Background: an optimization exercise with open tools, aiming at a short achievable clock period and few clock cycles. Do not read the settings as production practice. Only simulation tests tie the RTL to the original design; equivalence was not proved.

==> job 9964 <==
## ntag215_dispatch
module ntag215_dispatch (
    input  wire        clk,
    input  wire        rst,
    input  wire        ev_valid,
    output wire        ev_ready,
    input  wire [1:0]  ev_kind,
    input  wire [7:0]  ev_data,
    input  wire        ev_last,
    output reg         out_valid,
    input  wire        out_ready,
    output reg  [2:0]  out_kind,
    output reg  [7:0]  out_data,
    output reg         out_last,
    output reg         mem_en,
    output reg  [3:0]  mem_we,
    output reg  [7:0]  mem_addr,
    output reg  [31:0] mem_wdata,
    input  wire [31:0] mem_rdata
);
Settings: LEC_CHECK=0, ABC_CLOCK_PERIOD_IN_PS=2500, CAP_MARGIN=20, CORE_MARGIN=2, CORE_UTILIZATION=40, SETUP_SLACK_MARGIN=5, SLEW_MARGIN=20; clock period 8.0 ns.
standard.sh (not shown) runs the stock make flow with config.mk's settings and CLKGATE_MAP_FILE= SYNTH_SCRIPT=/design/flow/synth_recipe.tcl, a recipe that flattens the netlist after the stock synthesis.
==> flow/flow/run.sh <==
#!/bin/bash
set -euo pipefail
MARGIN=${MARGIN:-5.5}
sed -e "s/SETUP_SLACK_MARGIN=[0-9.]*/SETUP_SLACK_MARGIN=$MARGIN/" standard.sh > tuned.sh
grep -q "SETUP_SLACK_MARGIN=$MARGIN" tuned.sh
bash tuned.sh > tuned.log 2>&1
==> job 2659: changes against job 9964 <==
--- a/flow/design.v
+++ b/flow/design.v
@@ -80,117 +80,103 @@
         ik <= ev_kind;
         id <= ev_data;
         il <= ev_last;
         if (rst) iv <= 1'b0;
         else     iv <= ev_valid & rdy_q;
     end
-    reg [7:0]  fb1, fb2, fb3, fb4, fb5;
+    reg [7:0]  fb0, fb1, fb2, fb3, fb4, fb5;
     reg [2:0]  flen;            
+    reg [2:0]  flen2;           
     reg        e2v;
     reg [1:0]  e2k;
     reg [7:0]  e2d;
     reg        e2l;
-    reg        k_read, k_fread, k_sig, k_ver, k_pwd, k_write, k_restart, k_keep;
-    reg [2:0]  k_need;
-    reg        enough;          
-    reg        b1gt134, b1gt142, b1eq133;
-    reg        b2gt134, b2eq134, b1gtb2;
-    reg [2:0]  need0;
-    always @(*) begin
-        case (id)
-            8'h30, 8'h3C:                need0 = 3'd2;
-            8'hA2:                       need0 = 3'd6;
-            8'h3A:                       need0 = 3'd3;
-            8'h1B:                       need0 = 3'd5;
-            default:                     need0 = 3'd1;
-        endcase
-    end
-    wire fbeat = iv && (ik == EV_FRAME);
     always @(posedge clk) begin
-        if (fbeat) begin
+        if (iv && ik == EV_FRAME) begin
             case (flen)
-                3'd0: begin
-                    k_read    <= (id == 8'h30);
-                    k_fread   <= (id == 8'h3A);
-                    k_sig     <= (id == 8'h3C);
-                    k_ver     <= (id == 8'h60);
-                    k_pwd     <= (id == 8'h1B);
-                    k_write   <= (id == 8'hA2);
-                    k_restart <= (id == 8'h88);
-                    k_keep    <= (id == 8'h1A) || (id == 8'h93);
-                    k_need    <= need0;
-                    enough    <= (need0 == 3'd1);
-                end
-                3'd1: begin
-                    fb1     <= id;
-                    b1gt134 <= (id > 8'd134);
-                    b1gt142 <= (id > 8'd142);
-                    b1eq133 <= (id == 8'd133);
-                end
-                3'd2: begin
-                    fb2     <= id;
-                    b2gt134 <= (id > 8'd134);
-                    b2eq134 <= (id == 8'd134);
-                    b1gtb2  <= (fb1 > id);
-                end
+                3'd0: fb0 <= id;
+                3'd1: fb1 <= id;
+                3'd2: fb2 <= id;
                 3'd3: fb3 <= id;
                 3'd4: fb4 <= id;
                 3'd5: fb5 <= id;
                 default: ;
             endcase
-            if (flen != 3'd0 && flen + 3'd1 == k_need)
-                enough <= 1'b1;
         end
-        e2k <= ik;
-        e2d <= id;
-        e2l <= il;
+        e2k   <= ik;
+        e2d   <= id;
+        e2l   <= il;
+        flen2 <= (flen == 3'd7) ? 3'd7 : flen + 3'd1;
         if (rst) begin
             flen <= 3'd0;
             e2v  <= 1'b0;
         end else begin
             e2v <= iv && (ik != EV_FRAME || il);
-            if (fbeat) begin
+            if (iv && ik == EV_FRAME) begin
                 if (il)                flen <= 3'd0;
                 else if (flen != 3'd7) flen <= flen + 3'd1;
             end
         end
     end
     reg [3:0]  c_op;
     reg [7:0]  c_a;         
     reg [31:0] c_d;         
+    reg [2:0]  need;
+    reg        known;
+    always @(*) begin
+        known = 1'b1;
+        case (fb0)
+            8'h30, 8'h3C:                need = 3'd2;
+            8'hA2:                       need = 3'd6;
+            8'h60, 8'h88, 8'h1A, 8'h93:  need = 3'd1;
+            8'h3A:                       need = 3'd3;
+            8'h1B:                       need = 3'd5;
+            default: begin
+                need  = 3'd1;
+                known = 1'b0;
+            end
+        endcase
+    end
     always @(*) begin
         c_op = OP_NAK;
         c_a  = fb1;
         c_d  = {fb5, fb4, fb3, fb2};
         case (e2k)
             EV_LOAD: begin
                 c_op = OP_LOADB;
                 c_a  = e2d;
             end
             EV_DEACT: c_op = OP_DEACT;
             EV_HREAD: c_op = OP_HREAD;
             default: begin
-                if (!enough)       c_op = OP_NAK;
-                else if (k_read)   c_op = OP_READ;
-                else if (k_fread) begin
-                    if (b1eq133 && b2eq134)     c_op = OP_TOGGLE;
-                    else if (b1gtb2 || b2gt134) c_op = OP_NAK;
-                    else                        c_op = OP_FREAD;
-                end
-                else if (k_sig)     c_op = OP_SIG;
-                else if (k_ver)     c_op = OP_VER;
-                else if (k_pwd)     c_op = OP_PWD;
-                else if (k_write)   c_op = OP_WRITE;
-                else if (k_restart) c_op = OP_RESTART;
-                else if (k_keep)    c_op = OP_KEEP;
-                else                c_op = OP_NAK;
+                if (!known || flen2 < need) begin
+                    c_op = OP_NAK;
+                end else begin
+                    case (fb0)
+                        8'h30: c_op = OP_READ;
+                        8'h3A: begin
+                            if (fb1 == 8'd133 && fb2 == 8'd134)
+                                c_op = OP_TOGGLE;
+                            else if (fb1 > fb2 || fb2 > 8'd134)
+                                c_op = OP_NAK;
+                            else
+                                c_op = OP_FREAD;
+                        end
+                        8'h3C: c_op = OP_SIG;
+                        8'h60: c_op = OP_VER;
+                        8'h1B: c_op = OP_PWD;
+                        8'hA2: c_op = OP_WRITE;
+                        8'h88: c_op = OP_RESTART;
+                        default: c_op = OP_KEEP;
+                    endcase
+                end
             end
         endcase
     end
     localparam CW = 4 + 8 + 32 + 1 + 1 + 1;
-    wire [CW-1:0] c_ent = {c_op, c_a, c_d, b1gt134, b1gt142, e2l};
+    wire [CW-1:0] c_ent = {c_op, c_a, c_d, c_a > 8'd134, c_a > 8'd142, e2l};
     reg [CW-1:0] qe [0:QD-1];
     reg [3:0]    qcnt;
     wire         qpush = e2v;
     wire         qpop;
     always @(posedge clk) begin
         for (i = 0; i < QD; i = i + 1) begin
@@ -305,17 +291,14 @@
                 C_PACK:    es <= E_PACK;
                 default:   es <= E_CMD;
             endcase
         end
     endtask
     always @(posedge clk) begin
-        p0v       <= 1'b0;
-        mem_en    <= 1'b0;
-        mem_we    <= 4'd0;
-        mem_addr  <= pg;
-        mem_wdata <= w_d;
+        p0v    <= 1'b0;
+        mem_en <= 1'b0;
         if (rst) begin
             es    <= E_CMD;
             lcnt  <= 10'd0;
             auth  <= 1'b0;
             bd    <= 1'b0;
             dirty <= 1'b0;
@@ -553,25 +536,22 @@
     reg [31:0] cw;
     reg [1:0]  cidx, cnb;
     reg        clast;
     wire more = out_valid && (cidx != cnb);
     wire adv  = !out_valid || out_ready;
     wire fpop = adv && !more && fne;
-    wire [2:0] oc_base = ocnt + p0v;
-    wire [2:0] oc_a = oc_base - (fne && (!out_valid || cidx == cnb));
-    wire [2:0] oc_b = oc_base - (fne && !out_valid);
     always @(posedge clk) begin
         if (p1v) fm[fw[1:0]] <= {p1mem ? mem_rdata : cword, p1nb, p1k, p1l};
         if (rst) begin
             fw        <= 3'd0;
             fr        <= 3'd0;
             ocnt      <= 3'd0;
             out_valid <= 1'b0;
         end else begin
             if (p1v) fw <= fw + 3'd1;
-            ocnt <= out_ready ? oc_a : oc_b;
+            ocnt <= ocnt + p0v - fpop;
             if (adv) begin
                 if (more) begin
                     out_data <= cw[15:8];
                     cw       <= {8'd0, cw[31:8]};
                     cidx     <= cidx + 2'd1;
                     out_last <= clast && (cidx + 2'd1 == cnb);
==> flow/run.sh (new file) <==
#!/bin/bash
# synth_recipe.tcl (not shown) runs the flow's synth.tcl, then flattens the netlist and writes it again
# the make line also repeats each setting of config.mk as NAME=value (left out here)
make -C /OpenROAD-flow-scripts/flow DESIGN_CONFIG=/design/flow/config.mk WORK_HOME=/design/flow/orfs CLKGATE_MAP_FILE= SYNTH_SCRIPT=/design/flow/synth_recipe.tcl finish
removed: flow/flow/run.sh
removed: flow/standard.sh
==> impl_metrics.ini <==
[logic_synthesis]
yosys.cell_count.top_type = sky130_fd_sc_hd__nor2_1
synth_fa_ha_area_frac = 0.0190

[critical_path]
critical-path-max-stage-delay_ns = 0.69

[run_status]
run_status = finished clean

[cells_and_area]
utilization_after_layout = 0.470

[power]
post-layout-total-power_mw = 17.8
switching_part_of_the_total_power = 0.361
-- figures above: job 2659

==> impl_metrics.ini <==
[power]
post-layout-total-power_mw = 17.4
switching_part_of_the_total_power = 0.359

[critical_path]
critical-path-max-stage-delay_ns = 0.36

[clock_tree]
cts.clk_slew.worst_paths_ns = 0.06

[cells_and_area]
utilization_after_layout = 0.479

[die]
initial_core_util = 0.402

[run_status]
run_status = finished clean

[timing]
final-setup-viol-count = 0

[logic_synthesis]
yosys.cell_count.top_type = sky130_fd_sc_hd__nand2_1
synth_fa_ha_area_frac = 0.0183
-- figures above: job 9964

Testbench counts of job 9964, summed over its fixed seeds: cycles 63,196.
Testbench counts of job 2659, summed over its fixed seeds: cycles 63,196.

[separate check: timing with driven ports]
Ports are ideal in the flow. The routed layouts listed here were re-timed in OpenROAD.
Step 1 sets driving cells, clkbuf_16 on the clock port and buf_2 on the other inputs (assumed; they add their load-dependent delay and slew).
Step 2 times the ports against the registers' clock, not the clock port: input delays grow and output delays shrink by t, the midpoint of the rising clock arrivals with the driver on.
a / b / c = ideal / step 1 / step 2; a / b = the first two.
run | shift t [ns] | setup slack, ns | latest minus earliest clock arrival (ns) | cell pins on the clock port's net
job 9964 | 0.710 | 5.250 / 5.184 / 4.810 | 0.028 / 0.027 | 1
job 2659 | 0.712 | 4.929 / 4.961 / 4.257 | 0.031 / 0.031 | 1
After both steps setup and hold are still met in every run listed. For job 2659, which loses most, drivers alone change the setup slack by +0.032 ns; drivers and shift together by -0.672 ns.
